This design comes from an exercise in tuning for small area on the open sky130 flow, not from production work. In this exercise RTL edits were held to simulation tests only and were not proved equivalent to the original. No activity file was given, so power comes from the tool's default toggle rates.

$ cat design.v
module px4led (
    input  wire clk,
    input  wire rst_n,
    input  wire scl_i,
    input  wire sda_i,
    output wire sda_oe_o,
    input  wire tick_i,
    input  wire pwm_tick_i,
    output reg  pwm_r_o,
    output reg  pwm_g_o,
    output reg  pwm_b_o,
    output reg  hb_o
);
    localparam [2:0] S_IDLE = 3'd0,
                     S_ADDR = 3'd1,
                     S_AAW  = 3'd2,    
                     S_AAR  = 3'd3,    
                     S_RX   = 3'd4,
                     S_RXA  = 3'd5,
                     S_TX   = 3'd6,
                     S_TXA  = 3'd7;
    reg [1:0] scl_sync, sda_sync;
    reg       scl_q, sda_q;
    wire      scl = scl_sync[1];
    wire      sda = sda_sync[1];
    reg [2:0] st;
    reg [8:0] sr;       
    wire c_ss   = scl_q & scl & (sda_q ^ sda);    
    wire c_rise = ~scl_q & scl;
    wire c_fall = scl_q & ~scl;
    wire st_idle = (st == S_IDLE);
    wire st_addr = (st == S_ADDR);
    wire st_aaw  = (st == S_AAW);
    wire st_aar  = (st == S_AAR);
    wire st_rx   = (st == S_RX);
    wire st_rxa  = (st == S_RXA);
    wire st_tx   = (st == S_TX);
    wire st_txa  = (st == S_TXA);
    wire rx_bound   = ~|sr[8:2];                  
    wire ev_rx_stop = c_ss & st_rx & rx_bound;
    wire ev_err     = c_ss & ~st_idle & ~st_addr & ~(st_rx & rx_bound);
    wire ev_rx_data = c_fall & st_rxa;
    wire ev_sla_r   = c_fall & st_aar;
    wire ev_tx_data = c_fall & st_txa & ~sr[0];
    assign sda_oe_o = st_aaw | st_aar | st_rxa | (st_tx & ~sr[8]);
    wire [7:0] tx_byte;
    always @(posedge clk) begin
        if (!rst_n) begin
            scl_sync <= 2'b11;
            sda_sync <= 2'b11;
            scl_q    <= 1'b1;
            sda_q    <= 1'b1;
            st       <= S_IDLE;
        end else begin
            scl_sync <= {scl_sync[0], scl_i};
            sda_sync <= {sda_sync[0], sda_i};
            scl_q    <= scl;
            sda_q    <= sda;
            if (c_ss) begin
                st <= (~sda & ~ev_err) ? S_ADDR : S_IDLE;
            end else if (c_fall) begin
                case (st)
                    S_ADDR: if (sr[8]) st <= (sr[7:1] == 7'h55) ? (sr[0] ? S_AAR : S_AAW) : S_IDLE;
                    S_AAW:  st <= S_RX;
                    S_AAR:  st <= S_TX;
                    S_RX:   if (sr[8]) st <= S_RXA;
                    S_RXA:  st <= S_RX;
                    S_TX:   if (~|sr[6:0]) st <= S_TXA;
                    S_TXA:  st <= sr[0] ? S_IDLE : S_TX;
                    default: ;
                endcase
            end
        end
    end
    always @(posedge clk) begin
        if (c_ss | (c_fall & (st_aaw | st_rxa)))
            sr <= 9'd1;
        else if (c_fall & (st_aar | (st_txa & ~sr[0])))
            sr <= {tx_byte, 1'b1};
        else if ((c_rise & (st_addr | st_rx | st_txa)) | (c_fall & st_tx))
            sr <= {sr[7:0], c_rise & sda};
    end
    reg        ready;       
    reg [3:0]  rx_len;
    reg        pm;          
    reg [1:0]  sel;         
    reg [3:0]  pb, pg, pr;  
    reg        vb, vg, vr;
    localparam [1:0] K_OTHER = 2'd0, K_AUTO = 2'd1, K_SCRIPT = 2'd2, K_SETTINGS = 2'd3;
    wire [7:0] rb    = sr[7:0];
    wire       take  = ev_rx_data & ~&rx_len;
    wire       first = (rx_len == 4'd0);
    wire [1:0] pcls  = (rb[7:2] == 6'b100000) ? rb[1:0] : 2'd0;
    wire [1:0] tgt   = (pm & ~first) ? (rx_len[0] ? sel : 2'd0)
                                     : ((rx_len[3:2] == 2'd0) ? rx_len[1:0] : 2'd0);
    always @(posedge clk) begin
        if (!rst_n) begin
            ready  <= 1'b0;
            rx_len <= 4'd0;
        end else begin
            ready <= ev_rx_stop;
            if (ready | ev_err)
                rx_len <= 4'd0;
            else if (take)
                rx_len <= rx_len + 4'd1;
        end
    end
    always @(posedge clk) begin
        if (take) begin
            if (first) begin
                pm  <= (pcls != 2'd0);
                sel <= (pcls != 2'd0)   ? pcls :
                       (rb == 8'h01)    ? K_AUTO :
                       (rb == 8'hAA)    ? K_SCRIPT :
                       (rb == 8'h84)    ? K_SETTINGS : K_OTHER;
                vb  <= 1'b0;
                vg  <= 1'b0;
                vr  <= 1'b0;
            end else if (pm & ~rx_len[0]) begin
                sel <= pcls;
            end
            if (tgt == 2'd1) begin pb <= rb[3:0]; vb <= 1'b1; end
            if (tgt == 2'd2) begin pg <= rb[3:0]; vg <= 1'b1; end
            if (tgt == 2'd3) begin pr <= rb[3:0]; vr <= 1'b1; end
        end
    end
    reg [3:0] red, green, blue;    
    reg       powersave, enable;
    reg [3:0] rcnt;                
    reg [5:0] hcnt;                
    wire refresh_due = (rcnt == 4'd0);
    wire heart_due   = refresh_due & (hcnt == 6'd49);
    wire n_zero      = (rx_len == 4'd0);
    wire n_ge2       = |rx_len[3:1];
    wire do_cmd      = ready & ~n_zero;
    wire do_colour   = do_cmd & (pm | ((sel == K_AUTO) & (rx_len == 4'd4)));
    wire do_script   = do_cmd & ~pm & (sel == K_SCRIPT) & n_ge2;
    wire do_settings = do_cmd & ~pm & (sel == K_SETTINGS) & n_ge2;
    wire load_reply  = refresh_due | (ready & n_zero);
    always @(posedge clk) begin
        if (!rst_n) begin
            red       <= 4'd0;
            green     <= 4'd0;
            blue      <= 4'd0;
            powersave <= 1'b0;
            enable    <= 1'b0;
            hb_o      <= 1'b0;
            rcnt      <= 4'd10;
            hcnt      <= 6'd0;
        end else begin
            rcnt <= (refresh_due ? 4'd10 : rcnt) - {3'd0, tick_i};
            if (refresh_due)
                hcnt <= (hcnt == 6'd49) ? 6'd0 : hcnt + 6'd1;
            if (heart_due)
                hb_o <= ~hb_o;
            if (do_script) begin
                red   <= 4'd0;
                green <= 4'd0;
                blue  <= 4'd0;
            end
            if (do_colour & vb) blue  <= pb;
            if (do_colour & vg) green <= pg;
            if (do_colour & vr) red   <= pr;
            if (do_settings) begin
                powersave <= pb[0];
                enable    <= pb[1];
            end
        end
    end
    reg       tv;           
    reg [5:0] s0;           
    reg [7:0] s1;           
    reg [1:0] cur;          
    wire [1:0] cur_e = ev_sla_r ? 2'd0 : cur;
    assign tx_byte = ~tv          ? 8'h00 :
                     (cur_e == 2'd0) ? {2'b00, s0} :
                     (cur_e == 2'd1) ? s1 : 8'h00;
    always @(posedge clk) begin
        if (!rst_n)
            tv <= 1'b0;
        else if (load_reply)
            tv <= 1'b1;
    end
    always @(posedge clk) begin
        if (load_reply) begin
            s0 <= {enable, powersave, blue};
            s1 <= {green, red};
        end
        if (ev_sla_r | ev_tx_data)
            cur <= (tv & ~cur_e[1]) ? cur_e + 2'd1 : cur_e;
    end
    reg [7:0] phase;
    wire      lowz = (phase[3:0] == 4'd0);
    wire      hz   = (phase[7:4] == 4'd0);
    always @(posedge clk) begin
        if (!rst_n) begin
            phase   <= 8'd0;
            pwm_r_o <= 1'b0;
            pwm_g_o <= 1'b0;
            pwm_b_o <= 1'b0;
        end else if (pwm_tick_i) begin
            phase <= phase + 8'd1;
            if (lowz) begin
                if (hz)                        pwm_r_o <= |red;
                else if (phase[7:4] == red)    pwm_r_o <= 1'b0;
                if (hz)                        pwm_g_o <= |green;
                else if (phase[7:4] == green)  pwm_g_o <= 1'b0;
                if (hz)                        pwm_b_o <= |blue;
                else if (phase[7:4] == blue)   pwm_b_o <= 1'b0;
            end
        end
    end
endmodule
$ cat run.sh
#!/bin/bash
# synth_recipe.tcl (not shown) runs the flow's synth.tcl, then flattens the netlist and writes it again
# the make line also repeats each setting of config.mk as NAME=value (left out here)
make -C /OpenROAD-flow-scripts/flow DESIGN_CONFIG=/design/flow/config.mk WORK_HOME=/design/flow/orfs CLKGATE_MAP_FILE= SYNTH_SCRIPT=/design/flow/synth_recipe.tcl finish
$ cat config.mk
export PLATFORM = sky130hd
export DESIGN_NAME = px4led
export DESIGN_NICKNAME = px4led
export VERILOG_FILES = /design/flow/design.v
export SDC_FILE = /design/flow/constraint.sdc
export NUM_CORES = 4
export LEC_CHECK = 0
export CAP_MARGIN = 20
export CORE_MARGIN = 2
export CORE_UTILIZATION = 40
export CTS_CLUSTER_DIAMETER = 500
export CTS_CLUSTER_SIZE = 100
export SLEW_MARGIN = 20
$ cat constraint.sdc
create_clock -name core_clock -period 10.0 [get_ports {clk}]
set_input_delay 2.0000 -clock core_clock [delete_from_list [all_inputs] [get_ports {clk}]]
set_output_delay 2.0000 -clock core_clock [all_outputs]
set_load 0.01 [all_outputs]
==> out/results.tsv, run 1 <==
stage	metric	value	unit
run_status	status	no timing/DRC/antenna violations	
timing	rsz0062_at_grt	false	
grt	grt_max_degree	31	
grt	first_global_vias	2862	
synthesis	yosysWarnings	1	
timing	slew_violations	0	
synthesis	syn-instance-count	427	
clock_network	clk_pin_slew	0.08	ns
timing	finalCriticalPeriod	3.83	ns
power_and_ir_drop	seq_power_share	58.4	%
synthesis	synthArstFlopShare	0	%
grt	gr-total-overflow	0	
power_and_ir_drop	total_power	0.695	mW
route	vias	3061	
layout	multi_input_comb_area	0.00195	mm2
critical_path	critPathRequiredTime	8.00	ns
placement	gp_congestion	0.820	
layout	seq_area	0.00222	mm2
floorplan	core.rowCount	37	
timing	finClkSkew	0.0145	ns
timing	finalSetupViolations	0	
synthesis	yosysSeqAreaShare	51.4	%
route	wirelength	8430	um
timing	finalHoldViolCount	0	
layout	diodes	0	
critical_path	worstPathCellList	o21ai_0 -> nand2_1 -> nand2_1 -> clkdlybuf4s50_1	
critical_path	worst-path-buf-inv	1	
clock_network	cts_buffer_depth	2	
hold_path	min_path_cells	1	
synthesis	synth-edff-count	34	
route	detail-route-antenna-nets	0	
clock_network	insertion_delay	0.35	ns
hold_path	hp-start	sda_sync[0]	
route	first_pass_iters	5	
hold_path	hold_class	flop to flop	
critical_path	arrival	1.83	ns
power_and_ir_drop	p_sw_share	21.0	%
grt	antenna_found_initial	0	
clock_network	cts_tree	yes	
layout	fin_nets	444	
synthesis	syn_nets	443	
route	drt_iter0_drc	204	
timing	fmax	261	MHz
floorplan	start_util	41.5	%
synthesis	ys_types	60	
layout	fill_cells	986	
floorplan	io_pins	11	
critical_path	max_stage_delay	0.63	ns
critical_path	rrSetupSlack	7.25	ns
critical_path	critical_path.max_fanout	14	
critical_path	criticalPathCategory	flop to output pin	
route	drc	0	
power_and_ir_drop	powerDensity	148	mW/mm2
floorplan	die_w	108	um
floorplan	die_h	108	um
clock_network	cts.repair.resized	0	
timing	finalCritPeriodShare	38.3	%
power_and_ir_drop	p_leak	1.67	nW
timing	hold_slack	0.423	ns
route	via_per_inst	5.38	
critical_path	r2r_start	st[1]	
critical_path	end_kind	output pin	
clock_network	ctsHtreeMaxLevel	3	
power_and_ir_drop	p_int	0.549	mW
synthesis	synth-main-ff-cell	dfxtp_1	
critical_path	crit_path_frequent_cell	nand2_1	
critical_path	critPathSlowestCell	dfxtp_1	
critical_path	timing.rr.end	sr[1]	
critical_path	critPathTopFamily	flip-flops	
synthesis	ys_ff_latch	94	
grt	grt_pass1_wl	14200	um
power_and_ir_drop	p_comb_share	3.5	%
power_and_ir_drop	clkPwrFrac	38.1	%
placement	dp.final_hpwl	5940	um
timing	tightestPinTransition	0.946	ns
placement	port_buffers	10	
synthesis	avgSynthCellArea	10.1	um2
layout	drive_gt1_share	4.39	%
timing	max_slew_margin	36.9	%
job	cap_violations	0	
power_and_ir_drop	switching_power	0.146	mW
clock_network	cts.hold.buffers_added	0	
power_and_ir_drop	vdd.ir_drop.worst	0.0000673	V
clock_network	cts_sinks	94	
timing	setup_tns	0	ns
hold_path	min_to	sda_sync[1]	
grt	globalRouteTotalUtil	15.5	%
floorplan	dieArea	0.0117	mm2
clock_network	root_buffer	clkbuf_8	
synthesis	syn-cell-area	0.00432	mm2
floorplan	core_area	0.0104	mm2
critical_path	reg2regPathDepth	9	
critical_path	start_kind	flop	
clock_network	post-cts-setup-buffers	0	
layout	area_growth	9.03	%
route	wl_per_cell	14.8	um
clock_network	cts_buffers	9	
==> routing by layer <==
metal	track usage, %	share of wire (%)	vias to the layer above
li1	-	-	1531
met1	21.8	50	1472
met3	2.41	2.9	6
met5	0	0	-
met4	5.59	1.1	0
met2	24.2	46	52
==> worst max path at each step <==
stage	end	depth (start not counted)	from	slack (ns)
after floorplan	phase[7]	4	pwm_tick_i	7.01
after global placement	st[0]	3	rst_n	6.21
after detailed placement	st[0]	3	rst_n	6.06
after CTS	sda_oe_o	4	st[0]	6.17
after global routing	sda_oe_o	4	st[2]	6.03
final	sda_oe_o	4	st[2]	6.17
==> cells in the final DEF, fill, tap and decap left out, types with 4 or more instances in the layout <==
cell type / n
nand4_1: 8
nand2b_1: 11
nor2_1: 38
o21ai_0: 11
dfxtp_1: 60
a22o_1: 5
xor2_1: 12
clkdlybuf4s50_1: 10
edfxtp_1: 34
nor3b_1: 7
xnor2_1: 17
inv_1: 16
nor3_1: 9
nand2_1: 34
a21oi_1: 32
nand3b_1: 17
nand3_1: 9
or3_1: 5
a211oi_1: 8
nor2b_1: 4
ha_1: 10
clkbuf_8: 10
and3_1: 6
mux2i_1: 9
==> power by group through the flow <==
stage          logic [mW]  registers (mW)  clock network [mW]
2_1_floorplan      0.0193           0.412                   0
5_1_grt            0.0276           0.407               0.288
6_report           0.0245           0.406               0.265
4_1_cts            0.0250           0.406               0.271
3_5_place_dp       0.0248           0.415                   0
3_3_place_gp       0.0242           0.415                   0
==> cell usage after synthesis (3+ instances only) <==
cell type	number	area share [%]
and3_1	6	0.87
a211oi_1	8	1.4
xor2_1	12	2.4
xnor2_1	17	3.4
nand2_1	34	3.0
inv_1	16	1.4
a31oi_1	3	0.43
nor2b_1	4	0.58
a41oi_1	3	0.61
edfxtp_1	34	24
nor3b_1	7	1.2
dfxtp_1	60	28
nand3_1	9	1.0
nor3_1	9	1.0
nand4_1	8	1.2
mux2i_1	9	2.1
o21ai_0	11	1.3
ha_1	10	2.9
nand2b_1	11	1.6
a22o_1	5	1.0
or3_1	5	0.72
a21oi_1	32	3.7
nor2_1	38	3.3
nand3b_1	17	3.0
clkbuf_1	13	1.1
==> sequential cells by signal, summed over array words and instances (netlist names), 2 cells and up <==
| signal | count |
|---|---|
| st | 3 |
| blue | 4 |
| phase | 8 |
| red | 4 |
| cur | 2 |
| rcnt | 4 |
| pg | 4 |
| sr | 9 |
| s1 | 8 |
| pr | 4 |
| pb | 4 |
| sel | 2 |
| scl_sync | 2 |
| rx_len | 4 |
| green | 4 |
| s0 | 6 |
| sda_sync | 2 |
| hcnt | 6 |
==> final cells by class <==
cell class	instances	share of cell area, %
clock buffer	14	3.69
clock inverter	2	0.823
inverter	16	1.27
multi-input combinational	297	41.3
sequential	94	47.1
tap	136	3.61
timing repair buffer	10	2.12
==> kinds of logic (layout without fill, tap and decap cells) <==
family                     count (synthesis)  after routing  share of synthesized area [%]
DFF                                       94             94                           51.4
buffers and inverters                     36             42                           3.53
AOI/OAI and AO/OA                         89             89                           14.2
adders and majority gates                 11             11                           3.13
xor gates and xnor gates                  29             29                           5.88
muxes                                      9              9                           2.08
and+or+nand+nor                          159            159                           19.8
==> through the flow <==
step,cell area (um2),instances,util (%),setup WS [ns]
after floorplan,4320,427,-,7.01
after global placement,4500,553,43.2,6.21
after detailed placement,4500,553,43.2,6.06
after CTS,4710,569,45.2,6.17
after global routing,4710,569,45.2,6.03
final,4710,569,45.2,6.17
==> run 2, diff against run 1 <==
--- a/config.mk
+++ b/config.mk
@@ -8,6 +8,7 @@
 export CAP_MARGIN = 20
 export CORE_MARGIN = 2
 export CORE_UTILIZATION = 40
+export CTS_BUF_LIST = sky130_fd_sc_hd__clkbuf_8
 export CTS_CLUSTER_DIAMETER = 500
 export CTS_CLUSTER_SIZE = 100
 export SLEW_MARGIN = 20
==> out/results.tsv, run 2 <==
stage	metric	value	unit	change
floorplan	core.rowCount	37		unchanged
synthesis	synth-edff-count	34		unchanged
floorplan	io_pins	11		unchanged
critical_path	r2r_start	st[1]		unchanged
timing	setup_tns	0	ns	unchanged
layout	reg_top3	sr x9, phase x8, s1 x8		unchanged
synthesis	syn-instance-count	427		unchanged
grt	grt_pass1_wl	14200	um	unchanged
layout	drive_gt1_share	4.39	%	unchanged
critical_path	max_stage_delay	0.63	ns	about the same
timing	tightestPinTransition	0.944	ns	was 0.946 ns
critical_path	critPathTopFamily	flip-flops		unchanged
synthesis	synthArstFlopShare	0	%	unchanged
layout	multi_input_comb_area	0.00195	mm2	unchanged
route	detail-route-antenna-nets	0		unchanged
critical_path	worstPathCellList	o21ai_0 -> nand2_1 -> nand2_1 -> clkdlybuf4s50_1		unchanged
clock_network	cts_tree	yes		unchanged
grt	gr-total-overflow	0		unchanged
critical_path	worst-path-buf-inv	1		unchanged
floorplan	start_util	41.5	%	unchanged
layout	regMostFlops	sr		unchanged
synthesis	yosysTopAreaCell	dfxtp_1		unchanged
clock_network	cts.hold.buffers_added	0		unchanged
route	wirelength	8430	um	about the same
clock_network	cts.repair.resized	0		unchanged
floorplan	dieArea	0.0117	mm2	unchanged
timing	finalSetupViolations	0		unchanged
power_and_ir_drop	p_leak	1.69	nW	was 1.67 nW
clock_network	ctsHtreeMaxLevel	3		unchanged
route	wl_per_cell	14.8	um	about the same
route	drc	0		unchanged
floorplan	die_h	108	um	unchanged
critical_path	arrival	1.83	ns	about the same
clock_network	insertion_delay	0.35	ns	about the same
grt	top_usage_layer	met2		unchanged
critical_path	critPathRequiredTime	8.00	ns	about the same
synthesis	yosysSeqAreaShare	51.4	%	unchanged
power_and_ir_drop	vdd.ir_drop.worst	0.0000668	V	was 0.0000673 V
synthesis	syn_nets	443		unchanged
critical_path	timing.rr.end	sr[1]		unchanged
hold_path	hp-start	sda_sync[0]		unchanged
grt	first_global_vias	2862		unchanged
critical_path	reg2regPathDepth	9		unchanged
timing	finalCritPeriodShare	38.3	%	about the same
critical_path	critPathSlowestCell	dfxtp_1		unchanged
clock_network	cts_buffer_depth	2		unchanged
grt	antenna_found_initial	0		unchanged
timing	finalCriticalPeriod	3.83	ns	about the same
hold_path	hold_class	flop to flop		unchanged
floorplan	core_area	0.0104	mm2	unchanged
layout	final_common_cell	dfxtp_1		unchanged
synthesis	ys_types	60		unchanged
synthesis	synth_most_common_cell	dfxtp_1		unchanged
clock_network	clk_pin_slew	0.08	ns	about the same
placement	dp.final_hpwl	5940	um	unchanged
timing	fmax	261	MHz	about the same
route	via_per_inst	5.39		was 5.38
grt	gr-usage-met2	24.2	%	unchanged
job	cap_violations	0		unchanged
synthesis	synth.area.top_cells	dfxtp_1 (28%), edfxtp_1 (24%), a21oi_1 (3.7%)		unchanged
hold_path	min_path_cells	1		unchanged
critical_path	rrSetupSlack	7.25	ns	about the same
layout	largest_reg_flops	9		unchanged
synthesis	yosys-top-cells-count	dfxtp_1 (60), nor2_1 (38), edfxtp_1 (34), nand2_1 (34), a21oi_1 (32)		unchanged
critical_path	start_kind	flop		unchanged
floorplan	die_w	108	um	unchanged
synthesis	synth-main-ff-cell	dfxtp_1		unchanged
clock_network	cts_buffers	9		unchanged
clock_network	root_buffer	clkbuf_8		unchanged
layout	final_cell_mix	dfxtp_1 (60), nor2_1 (38), nand2_1 (34), edfxtp_1 (34), a21oi_1 (32)		unchanged
power_and_ir_drop	powerDensity	149	mW/mm2	was 148 mW/mm2
grt	grt_max_degree	31		unchanged
layout	diodes	0		unchanged
critical_path	critical_path.max_fanout	14		unchanged
timing	max_slew_margin	37.0	%	was 36.9%
synthesis	syn-cell-area	0.00432	mm2	unchanged
route	drt_iter0_drc	204		unchanged
run_status	status	no timing/DRC/antenna violations		unchanged
route	first_pass_iters	5		unchanged
synthesis	yosysTopAreaCellShare	27.8	%	unchanged
synthesis	yosysWarnings	1		unchanged
grt	use_met3	2.41	%	unchanged
synthesis	ys_ff_latch	94		unchanged
layout	fin_nets	444		unchanged
hold_path	min_to	sda_sync[1]		unchanged
critical_path	criticalPathCategory	flop to output pin		unchanged
placement	gp_congestion	0.820		unchanged
layout	area_growth	9.15	%	was 9.03%
timing	finClkSkew	0.0147	ns	was 0.0145 ns
critical_path	end_kind	output pin		unchanged
synthesis	avgSynthCellArea	10.1	um2	unchanged
grt	globalRouteTotalUtil	15.5	%	unchanged
grt	use_met1	21.8	%	unchanged
placement	port_buffers	10		unchanged
clock_network	post-cts-setup-buffers	0		unchanged
timing	finalHoldViolCount	0		unchanged
layout	fill_cells	986		unchanged
timing	slew_violations	0		unchanged
route	vias	3067		was 3,061
critical_path	crit_path_frequent_cell	nand2_1		unchanged
timing	rsz0062_at_grt	false		unchanged
layout	seq_area	0.00222	mm2	unchanged
clock_network	cts_sinks	94		unchanged
layout	final_util	45.3	%	was 45.2%
==> run 2: cell counts after synthesis <==
Identical to the previous run, type by type.
==> run 2: routing by layer <==
metal	share of wire, %	vias up
li1	-	1531
met1	50	1477
met2	46	53
met3	3.3	6
met4	1.1	0
met5	0	-
==> run 2: worst max path at each step <==
stage,start,endpoint,depth (start not counted)
2_1_floorplan,pwm_tick_i,phase[7],4
3_3_place_gp,rst_n,st[0],3
3_5_place_dp,rst_n,st[0],3
4_1_cts,st[0],sda_oe_o,4
5_1_grt,st[2],sda_oe_o,4
6_report,st[2],sda_oe_o,4
==> run 2: cell families after synthesis <==
kind of cell / Yosys count / share of synthesized area [%]
buffers and inverters: 36 / 3.53
AO/OA/AOI/OAI: 89 / 14.2
flip-flops: 94 / 51.4
adder cells (fa/ha/maj): 11 / 3.13
multiplexers: 9 / 2.08
AND/OR/NAND/NOR: 159 / 19.8
XOR/XNOR: 29 / 5.88
==> run 2: layout make-up <==
| type | count | area share [%] |
|---|---|---|
| Clock buffer | 10 | 2.92 |
| Sequential cell | 94 | 47.1 |
| Multi-Input combinational cell | 297 | 41.3 |
| Inverter | 16 | 1.27 |
| Tap cell | 136 | 3.61 |
| Timing Repair Buffer | 10 | 2.12 |
| Clock inverter | 6 | 1.70 |
==> run 2: where the power goes <==
part           switching (mW)  internal, mW  total, mW
registers             0.00698         0.399      0.406
logic                  0.0132        0.0113     0.0245
clock network           0.126         0.146      0.271
==> run 2: through the flow <==
step	total power [mW]	setup WS, ns	std cells	hold slack (ns)	area, um2
floorplan	0.431	7.01	427	0.386	4320
global placement	0.439	6.21	553	0.392	4500
detailed placement	0.440	6.06	553	0.395	4500
CTS	0.709	6.17	569	0.428	4720
global route	0.730	6.03	569	0.461	4720
finish	0.702	6.17	569	0.423	4720
==> run 3, diff against run 2 <==
--- a/config.mk
+++ b/config.mk
@@ -8,7 +8,4 @@
 export CAP_MARGIN = 20
 export CORE_MARGIN = 2
 export CORE_UTILIZATION = 40
-export CTS_BUF_LIST = sky130_fd_sc_hd__clkbuf_8
-export CTS_CLUSTER_DIAMETER = 500
-export CTS_CLUSTER_SIZE = 100
 export SLEW_MARGIN = 20
==> out/results.tsv, run 3 <==
stage	metric	value	unit	change
clock_network	clk_pin_slew	0.08	ns	about the same
critical_path	timing.rr.end	sr[1]		unchanged
layout	fin_nets	444		unchanged
clock_network	cts_sinks	94		unchanged
synthesis	synth-main-ff-cell	dfxtp_1		unchanged
floorplan	die_h	108	um	unchanged
critical_path	r2r_start	st[1]		unchanged
placement	gp_congestion	0.820		unchanged
critical_path	crit_path_frequent_cell	nand2_1		unchanged
synthesis	yosysWarnings	1		unchanged
critical_path	arrival	1.83	ns	about the same
clock_network	ctsHtreeMaxLevel	3		unchanged
layout	largest_reg_flops	9		unchanged
grt	grt_max_degree	31		unchanged
grt	first_global_vias	2862		unchanged
route	via_per_inst	5.38		was 5.39
timing	finalCriticalPeriod	3.83	ns	about the same
timing	rsz0062_at_grt	false		unchanged
layout	final_cell_mix	dfxtp_1 (60), nor2_1 (38), nand2_1 (34), edfxtp_1 (34), a21oi_1 (32)		unchanged
hold_path	min_path_cells	1		unchanged
floorplan	start_util	41.5	%	unchanged
timing	finClkSkew	0.0145	ns	was 0.0147 ns
synthesis	synth_most_common_cell	dfxtp_1		unchanged
critical_path	worstPathCellList	o21ai_0 -> nand2_1 -> nand2_1 -> clkdlybuf4s50_1		unchanged
clock_network	cts_buffers	9		unchanged
synthesis	syn-instance-count	427		unchanged
power_and_ir_drop	vdd.ir_drop.worst	0.0000673	V	was 0.0000668 V
synthesis	syn_nets	443		unchanged
timing	finalSetupViolations	0		unchanged
timing	fmax	261	MHz	about the same
timing	setup_tns	0	ns	unchanged
floorplan	io_pins	11		unchanged
clock_network	cts.repair.resized	0		unchanged
timing	tightestPinTransition	0.946	ns	was 0.944 ns
synthesis	ys_ff_latch	94		unchanged
route	first_pass_iters	5		unchanged
grt	grt_pass1_wl	14200	um	unchanged
placement	port_buffers	10		unchanged
route	vias	3061		was 3,067
timing	max_slew_margin	36.9	%	was 37.0%
timing	slew_violations	0		unchanged
critical_path	max_stage_delay	0.63	ns	about the same
hold_path	hp-start	sda_sync[0]		unchanged
placement	dp_cells	553		unchanged
timing	finalCritPeriodShare	38.3	%	about the same
critical_path	start_kind	flop		unchanged
route	drt_iter0_drc	204		unchanged
clock_network	insertion_delay	0.35	ns	about the same
critical_path	critPathSlowestCell	dfxtp_1		unchanged
layout	final_area	0.00471	mm2	was 0.00472 mm2
synthesis	yosys-top-cells-count	dfxtp_1 (60), nor2_1 (38), edfxtp_1 (34), nand2_1 (34), a21oi_1 (32)		unchanged
grt	gr-total-overflow	0		unchanged
synthesis	syn-cell-area	0.00432	mm2	unchanged
critical_path	critPathTopFamily	flip-flops		unchanged
clock_network	cts_tree	yes		unchanged
layout	final_common_cell	dfxtp_1		unchanged
critical_path	cp-endpoint	sda_oe_o		unchanged
hold_path	hold_class	flop to flop		unchanged
critical_path	cp.depth	4		unchanged
critical_path	cp-startpoint	st[2]		unchanged
power_and_ir_drop	p_leak	1.67	nW	was 1.69 nW
floorplan	core.rowCount	37		unchanged
timing	finalHoldViolCount	0		unchanged
clock_network	post-cts-setup-buffers	0		unchanged
layout	regMostFlops	sr		unchanged
floorplan	die_w	108	um	unchanged
synthesis	ys_types	60		unchanged
layout	final_util	45.2	%	was 45.3%
power_and_ir_drop	total_power	0.695	mW	was 0.702 mW
synthesis	synth-edff-count	34		unchanged
synthesis	synth.area.top_cells	dfxtp_1 (28%), edfxtp_1 (24%), a21oi_1 (3.7%)		unchanged
floorplan	core_area	0.0104	mm2	unchanged
synthesis	synthArstFlopShare	0	%	unchanged
critical_path	rrSetupSlack	7.25	ns	about the same
power_and_ir_drop	powerDensity	148	mW/mm2	was 149 mW/mm2
critical_path	reg2regPathDepth	9		unchanged
floorplan	dieArea	0.0117	mm2	unchanged
route	detail-route-antenna-nets	0		unchanged
route	drc	0		unchanged
clock_network	cts_buffer_depth	2		unchanged
synthesis	avgSynthCellArea	10.1	um2	unchanged
synthesis	yosysTopAreaCell	dfxtp_1		unchanged
placement	placedInstanceArea	0.00450	mm2	unchanged
critical_path	critPathRequiredTime	8.00	ns	about the same
job	cap_violations	0		unchanged
grt	antenna_found_initial	0		unchanged
clock_network	root_buffer	clkbuf_8		unchanged
critical_path	criticalPathCategory	flop to output pin		unchanged
critical_path	worst-path-buf-inv	1		unchanged
layout	reg_top3	sr x9, phase x8, s1 x8		unchanged
route	wl_per_cell	14.8	um	about the same
critical_path	critical_path.max_fanout	14		unchanged
layout	diodes	0		unchanged
clock_network	cts.hold.buffers_added	0		unchanged
layout	area_growth	9.03	%	was 9.15%
layout	drive_gt1_share	4.39	%	unchanged
synthesis	yosysTopAreaCellShare	27.8	%	unchanged
route	wirelength	8430	um	about the same
synthesis	yosysSeqAreaShare	51.4	%	unchanged
grt	globalRouteTotalUtil	15.5	%	unchanged
layout	layout.cells.non_filler	569		unchanged
critical_path	end_kind	output pin		unchanged
placement	dp.final_hpwl	5940	um	unchanged
run_status	status	no timing/DRC/antenna violations		unchanged
run 3: cell counts after synthesis:
Identical to the previous run, type by type.
run 3: layout make-up:
cell class                 count  area [um2]
inverter                      16        60.1
sequential                    94        2220
timing repair buffer          10         100
tap                          136         170
clock inverter                 2        38.8
fill                         986        5700
clock buffer                  14         174
multi-input combinational    297        1950
run 3: worst min-delay path by stage:
stage                        endpoint  slack [ns]
after floorplan           scl_sync[1]        0.39
after global placement    scl_sync[1]        0.39
after detailed placement  scl_sync[1]        0.40
after CTS                 sda_sync[1]        0.43
after global routing            s0[4]        0.46
final                     sda_sync[1]        0.42
run 3: per-layer routing:
metal  vias to the layer above  GRT usage (%)  part of all wire, %
met3                         6           2.41                  2.9
li1                       1531              -                    -
met1                      1472           21.8                   50
met2                        52           24.2                   46
met5                         -              0                    0
met4                         0           5.59                  1.1
run 3: worst register-to-register path, stage by stage, from the launching register on:
cell and delay (ns):
dfxtp_1 0.64, and3b_1 0.40, nand3_1 0.21, and2_1 0.25, inv_1 0.08, ha_1 0.31
nor2b_1 0.19, a22o_1 0.24, a32oi_1 0.20, a21oi_1 0.08
run 3: kinds of logic (layout without fill, tap and decap cells):
logic type | count (synthesis) | count (layout) | share of synthesized area [%]
xor gates and xnor gates | 29 | 29 | 5.88
muxes | 9 | 9 | 2.08
DFF | 94 | 94 | 51.4
adders and majority gates | 11 | 11 | 3.13
AOI/OAI and AO/OA | 89 | 89 | 14.2
buffers and inverters | 36 | 42 | 3.53
and+or+nand+nor | 159 | 159 | 19.8
run 3: report_power, final:
part           switching (mW)  internal (mW)
clock network           0.126          0.139
registers             0.00698          0.399
logic                  0.0132         0.0113
run 3: per-stage QoR:
step,setup WS [ns],hold WS [ns]
global placement,6.21,0.392
CTS,6.17,0.428
finish,6.17,0.423
detailed placement,6.06,0.395
global route,6.03,0.462
floorplan,7.01,0.386
==> run 4, diff against run 3 <==
==> flow/run.sh (new file) <==
#!/bin/bash
# Standard layout with two changes: smaller port buffers and no CTS dummy loads.
set -euo pipefail
export CTS_ARGS="-sink_clustering_enable -repair_clock_nets -dont_use_dummy_load"
export BUFFER_PORTS_ARGS="-buffer_cell sky130_fd_sc_hd__buf_1"
bash standard.sh > standard_flow.log 2>&1
==> standard.sh (new file) <==
#!/bin/bash
# synth_recipe.tcl (not shown) runs the flow's synth.tcl, then flattens the netlist and writes it again
# the make line also repeats each setting of config.mk as NAME=value (left out here)
make -C /OpenROAD-flow-scripts/flow DESIGN_CONFIG=/design/flow/config.mk WORK_HOME=/design/flow/orfs CLKGATE_MAP_FILE= SYNTH_SCRIPT=/design/flow/synth_recipe.tcl "${@:-finish}"
removed: run.sh
==> out/results.tsv, run 4 <==
stage	metric	value	unit	change
hold_path	min_path_cells	1		unchanged
critical_path	rrSetupSlack	7.32	ns	was 7.25 ns
floorplan	dieArea	0.0117	mm2	unchanged
clock_network	cts.hold.buffers_added	0		unchanged
power_and_ir_drop	p_sw_share	21.2	%	was 21.0%
timing	rsz0062_at_grt	false		unchanged
timing	finalHoldViolCount	0		unchanged
synthesis	ys_ff_latch	94		unchanged
synthesis	yosys-top-cells-count	dfxtp_1 (60), nor2_1 (38), edfxtp_1 (34), nand2_1 (34), a21oi_1 (32)		unchanged
hold_path	hold_class	flop to flop		unchanged
power_and_ir_drop	clkPwrFrac	30.9	%	was 38.1%
route	drc	0		unchanged
synthesis	synth_most_common_cell	dfxtp_1		unchanged
timing	fmax	291	MHz	was 261 MHz
layout	largest_reg_flops	9		unchanged
layout	fin_nets	444		unchanged
layout	reg_top3	sr x9, phase x8, s1 x8		unchanged
critical_path	cp-startpoint	st[0]		was st[2]
route	vias	3013		was 3,061
placement	port_buffers	10		unchanged
critical_path	start_kind	flop		unchanged
clock_network	cts_buffers	9		unchanged
grt	grt_pass1_wl	14200	um	about the same
timing	finalCriticalPeriod	3.43	ns	was 3.83 ns
timing	finClkSkew	0.0224	ns	was 0.0145 ns
clock_network	clk_pin_slew	0.07	ns	was 0.08 ns
critical_path	timing.rr.end	sr[4]		was sr[1]
power_and_ir_drop	p_leak	1.61	nW	was 1.67 nW
placement	gp_congestion	0.830		was 0.820
synthesis	yosysTopAreaCell	dfxtp_1		unchanged
route	wl_per_cell	15.0	um	was 14.8 um
critical_path	reg2regPathDepth	8		was 9
floorplan	core.rowCount	37		unchanged
clock_network	root_buffer	clkbuf_8		unchanged
clock_network	insertion_delay	0.36	ns	was 0.35 ns
timing	max_slew_margin	35.8	%	was 36.9%
floorplan	die_w	108	um	unchanged
power_and_ir_drop	switching_power	0.132	mW	was 0.146 mW
grt	antenna_found_initial	0		unchanged
power_and_ir_drop	powerDensity	136	mW/mm2	was 148 mW/mm2
layout	final_cell_mix	dfxtp_1 (60), nor2_1 (38), nand2_1 (34), edfxtp_1 (34), a21oi_1 (32)		unchanged
synthesis	syn-cell-area	0.00432	mm2	unchanged
timing	slew_violations	0		unchanged
layout	drive_gt1_share	3.52	%	was 4.39%
route	via_per_inst	5.36		was 5.38
layout	fill_cells	1006		was 986
timing	finalCritPeriodShare	34.3	%	was 38.3%
clock_network	cts_tree	yes		unchanged
route	drt_iter0_drc	142		was 204
critical_path	arrival	1.43	ns	was 1.83 ns
floorplan	core_area	0.0104	mm2	unchanged
synthesis	synth-edff-count	34		unchanged
layout	final_common_cell	dfxtp_1		unchanged
power_and_ir_drop	seq_power_share	65.4	%	was 58.4%
synthesis	synth.area.top_cells	dfxtp_1 (28%), edfxtp_1 (24%), a21oi_1 (3.7%)		unchanged
grt	grt_max_degree	31		unchanged
timing	tightestPinTransition	0.962	ns	was 0.946 ns
grt	gr-total-overflow	0		unchanged
synthesis	yosysWarnings	1		unchanged
clock_network	cts_buffer_depth	2		unchanged
layout	diodes	0		unchanged
synthesis	avgSynthCellArea	10.1	um2	unchanged
job	cap_violations	0		unchanged
grt	first_global_vias	2919		was 2,862
clock_network	ctsHtreeMaxLevel	3		unchanged
critical_path	r2r_start	st[1]		unchanged
floorplan	io_pins	11		unchanged
critical_path	criticalPathCategory	flop to output pin		unchanged
synthesis	ys_types	60		unchanged
layout	final_area	0.00456	mm2	was 0.00471 mm2
clock_network	cts_sinks	94		unchanged
run_status	status	no timing/DRC/antenna violations		unchanged
timing	setup_tns	0	ns	unchanged
power_and_ir_drop	vdd.ir_drop.worst	0.0000994	V	was 0.0000673 V
power_and_ir_drop	total_power	0.621	mW	was 0.695 mW
synthesis	yosysTopAreaCellShare	27.8	%	unchanged
clock_network	cts.repair.resized	0		unchanged
timing	finalSetupViolations	0		unchanged
grt	globalRouteTotalUtil	15.7	%	was 15.5%
floorplan	die_h	108	um	unchanged
clock_network	post-cts-setup-buffers	0		unchanged
critical_path	end_kind	output pin		unchanged
power_and_ir_drop	p_int	0.489	mW	was 0.549 mW
critical_path	cp-endpoint	sda_oe_o		unchanged
route	detail-route-antenna-nets	0		unchanged
layout	area_growth	5.53	%	was 9.03%
floorplan	start_util	41.5	%	unchanged
route	wirelength	8440	um	was 8430 um
layout	regMostFlops	sr		unchanged
power_and_ir_drop	p_comb_share	3.7	%	was 3.5%
synthesis	syn-instance-count	427		unchanged
critical_path	critPathRequiredTime	8.00	ns	about the same
synthesis	yosysSeqAreaShare	51.4	%	unchanged
synthesis	syn_nets	443		unchanged
synthesis	synthArstFlopShare	0	%	unchanged
route	first_pass_iters	4		was 5
synthesis	synth-main-ff-cell	dfxtp_1		unchanged
placement	dp.final_hpwl	5970	um	was 5940 um
placement	placedInstanceArea	0.00444	mm2	was 0.00450 mm2
critical_path	critical_path.max_fanout	15		was 14
run 4: cell count changes in the layout (fill, tap and decap cells not counted), sizes merged:
cell	previous run	this run
bufinv	1	0
clkinv	1	0
clkbuf	14	9
clkdlybuf4s50	10	0
buf	0	10
run 4: worst min-delay path by stage:
| stage | startpoint | to |
|---|---|---|
| after detailed placement | sda_sync[0] | sda_sync[1] |
| after global placement | sda_sync[0] | sda_sync[1] |
| after global routing | scl_sync[0] | scl_sync[1] |
| final | scl_sync[0] | scl_sync[1] |
| after CTS | sda_sync[0] | sda_sync[1] |
| after floorplan | scl_sync[0] | scl_sync[1] |
run 4: layout make-up:
cell class | count | area, um2 | share of cell area, %
Sequential cell | 94 | 2220 | 48.7
Multi-Input combinational cell | 297 | 1950 | 42.7
Tap cell | 136 | 170 | 3.73
Clock buffer | 9 | 124 | 2.72
Inverter | 16 | 60.1 | 1.32
Timing Repair Buffer | 10 | 37.5 | 0.823
run 4: logic make-up after synthesis:
group / share of synthesized area, %
AO/OA/AOI/OAI: 14.2
buffers and inverters: 3.53
multiplexers: 2.08
adder cells (fa/ha/maj): 3.13
flip-flops: 51.4
XOR/XNOR: 5.88
AND/OR/NAND/NOR: 19.8
run 4: through the flow:
| stage | utilization [%] | setup WS, ns | hold slack, ns | cells |
|---|---|---|---|---|
| global route | 43.8 | 6.44 | 0.424 | 562 |
| finish | 43.8 | 6.57 | 0.406 | 562 |
| CTS | 43.8 | 6.54 | 0.412 | 562 |
| global placement | 42.6 | 6.53 | 0.391 | 553 |
| detailed placement | 42.6 | 6.32 | 0.396 | 553 |
| floorplan | - | 7.01 | 0.386 | 427 |
run 4: routing by layer:
metal  vias to the layer above  global-route usage, %  routed length [um]
met5                         -                      0                   0
met1                      1439                   22.0                4210
li1                       1532                      -                   -
met3                        11                   2.17                 212
met2                        31                   24.0                3880
met4                         0                   7.42                 136
run 4: power groups by stage:
stage / registers, mW / logic, mW / clock network (mW)
after floorplan: 0.412 / 0.0193 / 0
after detailed placement: 0.415 / 0.0231 / 0
after CTS: 0.406 / 0.0233 / 0.199
final: 0.406 / 0.0228 / 0.192
after global routing: 0.407 / 0.0263 / 0.214
after global placement: 0.415 / 0.0224 / 0
run 4: worst max-delay path, cell delays in order (launching register included):
cell      delay (ns)
dfxtp_1         0.64
nand3b_1        0.20
nand2_1         0.10
buf_1           0.15
==> run 5, diff against run 4 <==
--- a/config.mk
+++ b/config.mk
@@ -7,5 +7,6 @@
 export LEC_CHECK = 0
 export CAP_MARGIN = 20
 export CORE_MARGIN = 2
-export CORE_UTILIZATION = 40
+export CORE_UTILIZATION = 55
+export PLACE_DENSITY = 0.75
 export SLEW_MARGIN = 20
==> out/results.tsv, run 5 <==
stage	metric	value	unit	change
placement	port_buffers	10		unchanged
grt	grt_pass1_wl	14100	um	was 14,200 um
route	first_pass_iters	4		unchanged
synthesis	synthXorXnorAreaFrac	5.88	%	unchanged
layout	fin_nets	444		unchanged
critical_path	end_kind	output pin		unchanged
synthesis	synth-main-ff-cell	dfxtp_1		unchanged
clock_network	post-cts-setup-buffers	0		unchanged
floorplan	start_util	56.2	%	was 41.5%
critical_path	r2r_start	st[1]		unchanged
synthesis	syn_nets	443		unchanged
clock_network	cts.repair.resized	0		unchanged
power_and_ir_drop	p_int	0.489	mW	about the same
layout	reg_top3	sr x9, phase x8, s1 x8		unchanged
layout	diodes	0		unchanged
power_and_ir_drop	p_comb_share	3.7	%	about the same
synthesis	synth_compound_area_share	14.2	%	unchanged
critical_path	cp-startpoint	st[0]		unchanged
route	wl_met3	360	um	was 212 um
timing	finalSetupViolations	0		unchanged
hold_path	hp-start	sda_sync[0]		was scl_sync[0]
timing	finalHoldViolCount	0		unchanged
clock_network	clk_pin_slew	0.06	ns	was 0.07 ns
route	wl_per_cell	15.3	um	was 15.0 um
synthesis	synth-edff-count	34		unchanged
grt	first_global_vias	2972		was 2,919
clock_network	cts_sinks	94		unchanged
power_and_ir_drop	p_sw_share	21.3	%	was 21.2%
power_and_ir_drop	seq_power_share	65.3	%	was 65.4%
floorplan	io_pins	11		unchanged
clock_network	cts_buffer_depth	2		unchanged
synthesis	synthMuxAreaShare	2.08	%	unchanged
synthesis	avgSynthCellArea	10.1	um2	unchanged
synthesis	yosysWarnings	1		unchanged
layout	final_cell_mix	dfxtp_1 (60), nor2_1 (38), nand2_1 (34), edfxtp_1 (34), a21oi_1 (32)		unchanged
floorplan	core_area	0.00769	mm2	was 0.0104 mm2
placement	gp_congestion	0.816		was 0.830
route	drc	0		unchanged
clock_network	ctsHtreeMaxLevel	3		unchanged
route	drt_iter0_drc	200		was 142
critical_path	max_stage_delay	0.62	ns	was 0.64 ns
route	vias	3052		was 3,013
timing	slew_violations	0		unchanged
critical_path	start_kind	flop		unchanged
job	cap_violations	0		unchanged
critical_path	arrival	1.38	ns	was 1.43 ns
grt	grt_max_degree	31		unchanged
critical_path	critPathTopFamily	flip-flops		unchanged
power_and_ir_drop	vdd.ir_drop.worst	0.0000957	V	was 0.0000994 V
critical_path	critical_path.max_fanout	15		unchanged
timing	finClkSkew	0.0253	ns	was 0.0224 ns
hold_path	hold_class	flop to flop		unchanged
clock_network	cts_buffers	9		unchanged
run_status	status	no timing/DRC/antenna violations		unchanged
clock_network	insertion_delay	0.35	ns	was 0.36 ns
synthesis	syn-instance-count	427		unchanged
timing	max_slew_margin	37.7	%	was 35.8%
power_and_ir_drop	powerDensity	138	mW/mm2	was 136 mW/mm2
route	wirelength	8090	um	was 8440 um
route	wl_met2	3860	um	was 3880 um
synthesis	synth_most_common_cell	dfxtp_1		unchanged
timing	rsz0062_at_grt	false		unchanged
clock_network	cts_tree	yes		unchanged
placement	dp.final_hpwl	5750	um	was 5970 um
synthesis	ys_types	60		unchanged
synthesis	synth_top_family_by_area	simple AND/OR/NAND/NOR gates		unchanged
timing	setup_tns	0	ns	unchanged
grt	globalRouteTotalUtil	20.7	%	was 15.7%
layout	area_growth	4.54	%	was 5.53%
synthesis	synth-simple-area-share	19.8	%	unchanged
critical_path	criticalPathCategory	flop to output pin		unchanged
synthesis	synth-adder-area-share	3.13	%	unchanged
floorplan	die_w	92.7	um	was 108 um
layout	drive_gt1_share	3.52	%	unchanged
synthesis	yosysTopAreaCell	dfxtp_1		unchanged
synthesis	yosys-top-cells-count	dfxtp_1 (60), nor2_1 (38), edfxtp_1 (34), nand2_1 (34), a21oi_1 (32)		unchanged
critical_path	critPathRequiredTime	8.00	ns	about the same
clock_network	cts.hold.buffers_added	0		unchanged
synthesis	yosysSeqAreaShare	51.4	%	unchanged
grt	gr-total-overflow	0		unchanged
synthesis	synth.area.top_cells	dfxtp_1 (28%), edfxtp_1 (24%), a21oi_1 (3.7%)		unchanged
power_and_ir_drop	clkPwrFrac	31.0	%	was 30.9%
power_and_ir_drop	total_power	0.622	mW	was 0.621 mW
route	wl_met1	3770	um	was 4210 um
route	detail-route-antenna-nets	0		unchanged
timing	fmax	296	MHz	was 291 MHz
synthesis	synthArstFlopShare	0	%	unchanged
floorplan	dieArea	0.00858	mm2	was 0.0117 mm2
layout	largest_reg_flops	9		unchanged
floorplan	core.rowCount	32		was 37
route	via_per_inst	5.78		was 5.36
clock_network	root_buffer	clkbuf_8		unchanged
synthesis	ys_ff_latch	94		unchanged
synthesis	yosysTopAreaCellShare	27.8	%	unchanged
power_and_ir_drop	switching_power	0.133	mW	was 0.132 mW
grt	antenna_found_initial	0		unchanged
route	highest_layer	met4		unchanged
power_and_ir_drop	p_leak	1.61	nW	unchanged
timing	finalCriticalPeriod	3.38	ns	was 3.43 ns
timing	tightestPinTransition	0.934	ns	was 0.962 ns
critical_path	worst-path-buf-inv	1		unchanged
critical_path	worstPathCellList	nand3b_1 -> nand2_1 -> buf_1		unchanged
synthesis	syn-cell-area	0.00432	mm2	unchanged
layout	final_common_cell	dfxtp_1		unchanged
critical_path	critPathSlowestCell	dfxtp_1		unchanged
floorplan	die_h	92.7	um	was 108 um
layout	regMostFlops	sr		unchanged
timing	finalCritPeriodShare	33.8	%	was 34.3%
## run 5: cell families (layout without fill, tap and decap cells)
group	after synthesis	after routing
buffers and inverters	36	35
AOI/OAI and AO/OA	89	89
adders and majority gates	11	11
and+or+nand+nor	159	159
muxes	9	9
DFF	94	94
xor gates and xnor gates	29	29
## run 5: per-layer routing
layer | global-route usage (%) | up-vias
li1 | - | 1528
met1 | 28.4 | 1454
met2 | 33.3 | 61
met3 | 4.48 | 9
met4 | 5.76 | 0
met5 | 0 | -
## run 5: worst paths after layout
check	end	cells past startpoint	slack [ns]
max	sda_oe_o	3	6.62
max reg2reg	sr[1]	9	7.32
min	sda_sync[1]	1	0.41
min reg2reg	sda_sync[1]	1	0.41
## run 5: per-stage QoR
stage,utilization [%],setup WS (ns),cell area (um2),hold slack [ns],cells
final,58.8,6.62,4520,0.414,528
after global placement,57.2,6.56,4400,0.388,519
after global routing,58.8,6.48,4520,0.444,528
after CTS,58.8,6.59,4520,0.418,528
after floorplan,-,7.01,4320,0.386,427
after detailed placement,57.2,6.42,4400,0.400,519
## run 5: area by class of cell
type / count / area [um2]
well taps: 102 / 128
inverters: 16 / 60.1
multi-input cells: 297 / 1950
clock buffers: 9 / 124
fillers: 678 / 3170
repair buffers: 10 / 37.5
flip-flops and latches: 94 / 2220
## run 5: power by group through the flow
stage,combinational [mW],sequential [mW],clock (mW)
floorplan,0.0193,0.412,0
global placement,0.0220,0.414,0
detailed placement,0.0231,0.415,0
CTS,0.0232,0.406,0.197
global route,0.0265,0.407,0.215
finish,0.0230,0.406,0.193
==> run 6, diff against run 5 <==
--- a/config.mk
+++ b/config.mk
@@ -7,6 +7,6 @@
 export LEC_CHECK = 0
 export CAP_MARGIN = 20
 export CORE_MARGIN = 2
-export CORE_UTILIZATION = 55
-export PLACE_DENSITY = 0.75
+export CORE_UTILIZATION = 70
+export PLACE_DENSITY = 0.85
 export SLEW_MARGIN = 20
==> out/results.tsv, run 6 <==
stage	metric	value	unit	change
placement	dp.final_hpwl	5730	um	was 5750 um
synthesis	yosysTopAreaCell	dfxtp_1		unchanged
run_status	status	no timing/DRC/antenna violations		unchanged
critical_path	rrSetupSlack	7.31	ns	was 7.32 ns
floorplan	start_util	72.6	%	was 56.2%
floorplan	dieArea	0.00682	mm2	was 0.00858 mm2
synthesis	ys_ff_latch	94		unchanged
critical_path	criticalPathCategory	flop to output pin		unchanged
layout	layout.cells.non_filler	501		was 528
clock_network	post-cts-setup-buffers	0		unchanged
timing	finClkSkew	0.0212	ns	was 0.0253 ns
layout	reg_top3	sr x9, phase x8, s1 x8		unchanged
synthesis	syn-cell-area	0.00432	mm2	unchanged
critical_path	arrival	1.38	ns	about the same
floorplan	die_w	82.6	um	was 92.7 um
route	drt_iter0_drc	199		was 200
clock_network	clk_pin_slew	0.08	ns	was 0.06 ns
layout	area_growth	3.76	%	was 4.54%
grt	grt_max_degree	31		unchanged
timing	rsz0062_at_grt	false		unchanged
grt	antenna_found_initial	0		unchanged
grt	globalRouteTotalUtil	25.5	%	was 20.7%
placement	port_buffers	10		unchanged
route	wirelength	8150	um	was 8090 um
power_and_ir_drop	p_leak	1.61	nW	unchanged
synthesis	avgSynthCellArea	10.1	um2	unchanged
grt	grt_pass1_wl	13000	um	was 14,100 um
critical_path	timing.rr.end	sr[1]		unchanged
route	drc	0		unchanged
layout	final_common_cell	dfxtp_1		unchanged
floorplan	die_h	82.6	um	was 92.7 um
synthesis	yosysTopAreaCellShare	27.8	%	unchanged
timing	finalHoldViolCount	0		unchanged
critical_path	start_kind	flop		unchanged
floorplan	core_area	0.00596	mm2	was 0.00769 mm2
timing	finalSetupViolations	0		unchanged
critical_path	end_kind	output pin		unchanged
clock_network	cts_buffer_depth	2		unchanged
clock_network	root_buffer	clkbuf_8		unchanged
route	first_pass_iters	4		unchanged
timing	max_slew_margin	36.3	%	was 37.7%
critical_path	critical_path.max_fanout	15		unchanged
synthesis	yosysSeqAreaShare	51.4	%	unchanged
synthesis	syn-instance-count	427		unchanged
power_and_ir_drop	vdd.ir_drop.worst	0.000112	V	was 0.0000957 V
timing	fmax	296	MHz	about the same
timing	slew_violations	0		unchanged
layout	regMostFlops	sr		unchanged
hold_path	hold_class	flop to flop		unchanged
route	via_per_inst	6.25		was 5.78
synthesis	ys_types	60		unchanged
timing	finalCritPeriodShare	33.8	%	about the same
synthesis	synthArstFlopShare	0	%	unchanged
placement	gp_congestion	0.809		was 0.816
synthesis	syn_nets	443		unchanged
floorplan	io_pins	11		unchanged
route	vias	3133		was 3,052
synthesis	synth_most_common_cell	dfxtp_1		unchanged
hold_path	min_path_cells	1		unchanged
critical_path	r2r_start	st[1]		unchanged
clock_network	cts.hold.buffers_added	0		unchanged
synthesis	synth-edff-count	34		unchanged
critical_path	reg2regPathDepth	9		unchanged
floorplan	core.rowCount	28		was 32
synthesis	synth-main-ff-cell	dfxtp_1		unchanged
hold_path	min_to	scl_sync[1]		was sda_sync[1]
route	detail-route-antenna-nets	0		unchanged
clock_network	cts_tree	yes		unchanged
timing	tightestPinTransition	0.954	ns	was 0.934 ns
layout	final_cell_mix	dfxtp_1 (60), nor2_1 (38), nand2_1 (34), edfxtp_1 (34), a21oi_1 (32)		unchanged
clock_network	cts.repair.resized	0		unchanged
timing	finalCriticalPeriod	3.38	ns	about the same
power_and_ir_drop	powerDensity	138	mW/mm2	about the same
placement	dp_cells	492		was 519
grt	first_global_vias	2821		was 2,972
synthesis	yosysWarnings	1		unchanged
layout	diodes	0		unchanged
clock_network	ctsHtreeMaxLevel	3		unchanged
hold_path	hp-start	scl_sync[0]		was sda_sync[0]
layout	fin_nets	444		unchanged
route	wl_per_cell	16.3	um	was 15.3 um
synthesis	synth.area.top_cells	dfxtp_1 (28%), edfxtp_1 (24%), a21oi_1 (3.7%)		unchanged
critical_path	critPathRequiredTime	8.00	ns	about the same
clock_network	insertion_delay	0.35	ns	about the same
grt	gr-total-overflow	0		unchanged
clock_network	cts_buffers	9		unchanged
synthesis	yosys-top-cells-count	dfxtp_1 (60), nor2_1 (38), edfxtp_1 (34), nand2_1 (34), a21oi_1 (32)		unchanged
layout	drive_gt1_share	3.52	%	unchanged
job	cap_violations	0		unchanged
layout	largest_reg_flops	9		unchanged
timing	setup_tns	0	ns	unchanged
clock_network	cts_sinks	94		unchanged
[run 6: cell counts in the layout (fill, tap and decap cells not counted)]
Identical to the previous run, type by type.
[run 6: logic make-up after synthesis]
family          after synthesis  synth area share [%]
mux                           9                  2.08
buf+inv                      36                  3.53
xor+xnor                     29                  5.88
compound gates               89                  14.2
simple gates                159                  19.8
flops                        94                  51.4
fa+ha+maj                    11                  3.13
[run 6: layer usage]
metal | vias up | routed length (um) | share of wire (%) | global-route usage, %
met5 | - | 0 | 0 | 0
li1 | 1529 | - | - | -
met3 | 9 | 335 | 4.1 | 4.57
met4 | 0 | 80 | 0.98 | 8.36
met1 | 1532 | 3830 | 47 | 34.6
met2 | 63 | 3910 | 48 | 41.5
[run 6: layout make-up]
class / count / area [um2]
sequential: 94 / 2220
multi-input combinational: 297 / 1950
fill: 428 / 1470
clock buffer: 9 / 124
tap: 75 / 93.8
inverter: 16 / 60.1
timing repair buffer: 10 / 37.5
[run 6: worst max-delay path by stage]
stage,startpoint,cells after the start,slack (ns),to
floorplan,pwm_tick_i,4,7.01,phase[7]
global placement,rst_n,3,6.59,st[0]
detailed placement,rst_n,3,6.52,st[0]
CTS,st[0],4,6.61,sda_oe_o
global route,st[0],4,6.51,sda_oe_o
finish,st[0],4,6.62,sda_oe_o
[run 6: report_power, final]
part / switching [mW] / internal (mW) / total, mW
combinational: 0.0139 / 0.00964 / 0.0236
clock: 0.110 / 0.0808 / 0.190
sequential: 0.00707 / 0.399 / 0.406
[run 6: worst max-delay path, stage by stage (launching register included)]
cell,delay [ns]
dfxtp_1,0.61
o21ai_0,0.17
nand2_1,0.09
nand2_1,0.05
buf_1,0.12
[run 6: metrics by stage]
step | setup slack (ns) | cell area (um2) | util (%) | hold slack, ns | total power, mW
finish | 6.62 | 4490 | 75.3 | 0.430 | 0.620
global route | 6.51 | 4490 | 75.3 | 0.448 | 0.639
CTS | 6.61 | 4490 | 75.3 | 0.430 | 0.623
detailed placement | 6.52 | 4360 | 73.2 | 0.393 | 0.438
global placement | 6.59 | 4360 | 73.2 | 0.388 | 0.436
floorplan | 7.01 | 4320 | - | 0.386 | 0.431
==> run 7, diff against run 6 <==
==> flow/run.sh (replaced) <==
#!/bin/bash
# Standard layout with two changes: smaller port buffers and a flatter clock tree.
set -euo pipefail
export CTS_ARGS="-sink_clustering_enable -repair_clock_nets -dont_use_dummy_load -sink_clustering_size 50 -sink_clustering_max_diameter 500 -sink_clustering_levels 1 -buf_list sky130_fd_sc_hd__clkbuf_8"
export BUFFER_PORTS_ARGS="-buffer_cell sky130_fd_sc_hd__buf_1"
bash standard.sh > standard_flow.log 2>&1
--- a/config.mk
+++ b/config.mk
@@ -7,6 +7,5 @@
 export LEC_CHECK = 0
 export CAP_MARGIN = 20
 export CORE_MARGIN = 2
-export CORE_UTILIZATION = 70
-export PLACE_DENSITY = 0.85
+export CORE_UTILIZATION = 40
 export SLEW_MARGIN = 20
==> out/results.tsv, run 7 <==
stage	metric	value	unit	change
run_status	status	no timing/DRC/antenna violations		unchanged
clock_network	ctsHtreeMaxLevel	3		unchanged
hold_path	min_to	scl_sync[1]		unchanged
critical_path	timing.rr.end	sr[4]		was sr[1]
power_and_ir_drop	powerDensity	136	mW/mm2	was 138 mW/mm2
synthesis	synth-adder-area-share	3.13	%	unchanged
floorplan	core_area	0.0104	mm2	was 0.00596 mm2
critical_path	end_kind	output pin		unchanged
critical_path	rrSetupSlack	7.32	ns	was 7.31 ns
hold_path	hp-start	scl_sync[0]		unchanged
layout	regMostFlops	sr		unchanged
synthesis	synthMuxAreaShare	2.08	%	unchanged
timing	max_slew_margin	35.8	%	was 36.3%
timing	fin_ws	6.57	ns	was 6.62 ns
route	via_per_inst	5.36		was 6.25
synthesis	avgSynthCellArea	10.1	um2	unchanged
placement	dp.final_hpwl	5970	um	was 5730 um
clock_network	cts_tree	yes		unchanged
placement	gp_congestion	0.830		was 0.809
power_and_ir_drop	clkPwrFrac	30.9	%	was 30.7%
clock_network	cts_buffer_depth	2		unchanged
floorplan	core.rowCount	37		was 28
layout	diodes	0		unchanged
critical_path	criticalPathCategory	flop to output pin		unchanged
floorplan	start_util	41.5	%	was 72.6%
placement	dp_cells	553		was 492
route	wl_per_cell	15.0	um	was 16.3 um
synthesis	synth_compound_area_share	14.2	%	unchanged
timing	finalSetupViolations	0		unchanged
synthesis	synth_most_common_cell	dfxtp_1		unchanged
power_and_ir_drop	p_int	0.489	mW	about the same
clock_network	cts_sinks	94		unchanged
grt	gr-total-overflow	0		unchanged
synthesis	syn-instance-count	427		unchanged
clock_network	cts.hold.buffers_added	0		unchanged
synthesis	ys_ff_latch	94		unchanged
placement	port_buffers	10		unchanged
timing	rsz0062_at_grt	false		unchanged
critical_path	arrival	1.43	ns	was 1.38 ns
timing	fmax	291	MHz	was 296 MHz
synthesis	synth-main-ff-cell	dfxtp_1		unchanged
timing	setup_tns	0	ns	unchanged
synthesis	syn-cell-area	0.00432	mm2	unchanged
layout	final_cell_mix	dfxtp_1 (60), nor2_1 (38), nand2_1 (34), edfxtp_1 (34), a21oi_1 (32)		unchanged
grt	grt_max_degree	31		unchanged
critical_path	critPathRequiredTime	8.00	ns	about the same
synthesis	synth-simple-area-share	19.8	%	unchanged
power_and_ir_drop	total_power	0.621	mW	was 0.620 mW
placement	pre_cts_ws	6.32	ns	was 6.52 ns
power_and_ir_drop	switching_power	0.132	mW	was 0.131 mW
grt	grt_pass1_wl	14200	um	was 13,000 um
synthesis	synth.area.top_cells	dfxtp_1 (28%), edfxtp_1 (24%), a21oi_1 (3.7%)		unchanged
synthesis	synth-edff-count	34		unchanged
grt	first_global_vias	2919		was 2,821
layout	fin_nets	444		unchanged
grt	globalRouteTotalUtil	15.7	%	was 25.5%
layout	final_common_cell	dfxtp_1		unchanged
synthesis	yosys-top-cells-count	dfxtp_1 (60), nor2_1 (38), edfxtp_1 (34), nand2_1 (34), a21oi_1 (32)		unchanged
synthesis	yosysTopAreaCell	dfxtp_1		unchanged
synthesis	yosysTopAreaCellShare	27.8	%	unchanged
timing	finClkSkew	0.0224	ns	was 0.0212 ns
critical_path	start_kind	flop		unchanged
route	vias	3013		was 3,133
floorplan	io_pins	11		unchanged
timing	finalHoldViolCount	0		unchanged
clock_network	cts_buffers	9		unchanged
layout	drive_gt1_share	3.52	%	unchanged
clock_network	root_buffer	clkbuf_8		unchanged
route	detail-route-antenna-nets	0		unchanged
floorplan	die_h	108	um	was 82.6 um
layout	area_growth	5.53	%	was 3.76%
clock_network	post-cts-setup-buffers	0		unchanged
clock_network	cts.repair.resized	0		unchanged
timing	tightestPinTransition	0.962	ns	was 0.954 ns
timing	slew_violations	0		unchanged
synthesis	synthArstFlopShare	0	%	unchanged
power_and_ir_drop	p_sw_share	21.2	%	was 21.1%
critical_path	reg2regPathDepth	8		was 9
hold_path	hold_class	flop to flop		unchanged
layout	reg_top3	sr x9, phase x8, s1 x8		unchanged
route	first_pass_iters	4		unchanged
synthesis	yosysWarnings	1		unchanged
route	drt_iter0_drc	142		was 199
synthesis	synth_top_family_by_area	simple AND/OR/NAND/NOR gates		unchanged
synthesis	synthXorXnorAreaFrac	5.88	%	unchanged
hold_path	min_path_cells	1		unchanged
power_and_ir_drop	p_leak	1.61	nW	unchanged
synthesis	ys_types	60		unchanged
power_and_ir_drop	seq_power_share	65.4	%	was 65.5%
layout	layout.cells.non_filler	562		was 501
power_and_ir_drop	p_comb_share	3.7	%	was 3.8%
floorplan	dieArea	0.0117	mm2	was 0.00682 mm2
power_and_ir_drop	vdd.ir_drop.worst	0.0000994	V	was 0.000112 V
timing	finalCriticalPeriod	3.43	ns	was 3.38 ns
critical_path	r2r_start	st[1]		unchanged
layout	largest_reg_flops	9		unchanged
layout	final_util	43.8	%	was 75.3%
route	drc	0		unchanged
layout	fill_cells	1006		was 428
timing	finalCritPeriodShare	34.3	%	was 33.8%
critical_path	critical_path.max_fanout	15		unchanged
grt	antenna_found_initial	0		unchanged
floorplan	die_w	108	um	was 82.6 um
synthesis	yosysSeqAreaShare	51.4	%	unchanged
job	cap_violations	0		unchanged
clock_network	insertion_delay	0.36	ns	was 0.35 ns
synthesis	syn_nets	443		unchanged
clock_network	clk_pin_slew	0.07	ns	was 0.08 ns
route	wirelength	8440	um	was 8150 um
==> run 7: area by class of cell <==
class | count | area, um2 | share of cell area, %
inverter | 16 | 60.1 | 1.32
timing repair buffer | 10 | 37.5 | 0.823
multi-input combinational | 297 | 1950 | 42.7
sequential | 94 | 2220 | 48.7
clock buffer | 9 | 124 | 2.72
tap | 136 | 170 | 3.73
==> run 7: routing by layer <==
layer	up-vias	global-route usage, %	wire length [um]
met3	11	2.17	212
met5	-	0	0
met1	1439	22.0	4210
met2	31	24.0	3880
met4	0	7.42	136
li1	1532	-	-
==> run 7: worst max-delay path, cell delays in order, from the launching register on <==
cell and delay [ns]:
dfxtp_1 0.64, nand3b_1 0.20, nand2_1 0.10, buf_1 0.15
==> run 7: cell families after synthesis <==
group           after synthesis
simple gates                159
flops                        94
compound gates               89
buf+inv                      36
xor+xnor                     29
fa+ha+maj                    11
mux                           9
==> run 7: worst max path at each step <==
stage                    end        from  depth (start not counted)  slack (ns)
floorplan           phase[7]  pwm_tick_i                          4        7.01
global placement       st[0]       rst_n                          3        6.53
detailed placement     st[0]       rst_n                          3        6.32
CTS                 sda_oe_o       st[0]                          3        6.54
global route        sda_oe_o       st[2]                          3        6.44
finish              sda_oe_o       st[0]                          3        6.57
==> run 7: power by group through the flow <==
stage	logic [mW]	clock network, mW	registers, mW
2_1_floorplan	0.0193	0	0.412
3_3_place_gp	0.0224	0	0.415
3_5_place_dp	0.0231	0	0.415
4_1_cts	0.0233	0.199	0.406
5_1_grt	0.0263	0.214	0.407
6_report	0.0228	0.192	0.406
==> run 7: metrics by stage <==
stage	hold slack [ns]	area, um2
after floorplan	0.386	4320
after global placement	0.391	4440
after detailed placement	0.396	4440
after CTS	0.412	4560
after global routing	0.424	4560
final	0.406	4560

-- what the ideal ports hide --
The results above use ideal ports. As a check the final layouts listed here were re-extracted and re-timed, cells and wires unchanged.
Step 1 assumes that a clkbuf_16 drives the clock port and a buf_2 every other input.
Step 2 moves the port delays by t, midway between the first and last clock arrival at a register: inputs arrive t later, outputs are due t later. That takes back most of the time a late clock gives input paths.
Three values: ideal, step 1, step 2; two values: the first two.
| run | t, ns | setup WS [ns] | hold WS [ns] | worst setup path after step 2 | cell pins on the clock port's net |
|---|---|---|---|---|---|
| run 1 | 0.371 | 6.173 / 6.140 / 6.139 | 0.423 / 0.423 / 0.423 | input to register | 1 |
| run 2 | 0.371 | 6.173 / 6.140 / 6.140 | 0.423 / 0.423 / 0.423 | input to register | 1 |
| run 3 | 0.371 | 6.173 / 6.140 / 6.139 | 0.423 / 0.423 / 0.423 | input to register | 1 |
| run 4 | 0.378 | 6.565 / 6.532 / 6.373 | 0.406 / 0.406 / 0.406 | input to register | 1 |
| run 5 | 0.372 | 6.617 / 6.587 / 6.446 | 0.414 / 0.414 / 0.414 | input to register | 1 |
| run 6 | 0.369 | 6.617 / 6.589 / 6.482 | 0.430 / 0.430 / 0.430 | input to register | 1 |
| run 7 | 0.378 | 6.565 / 6.532 / 6.373 | 0.406 / 0.406 / 0.406 | input to register | 1 |
After both steps every run listed still meets setup and hold.
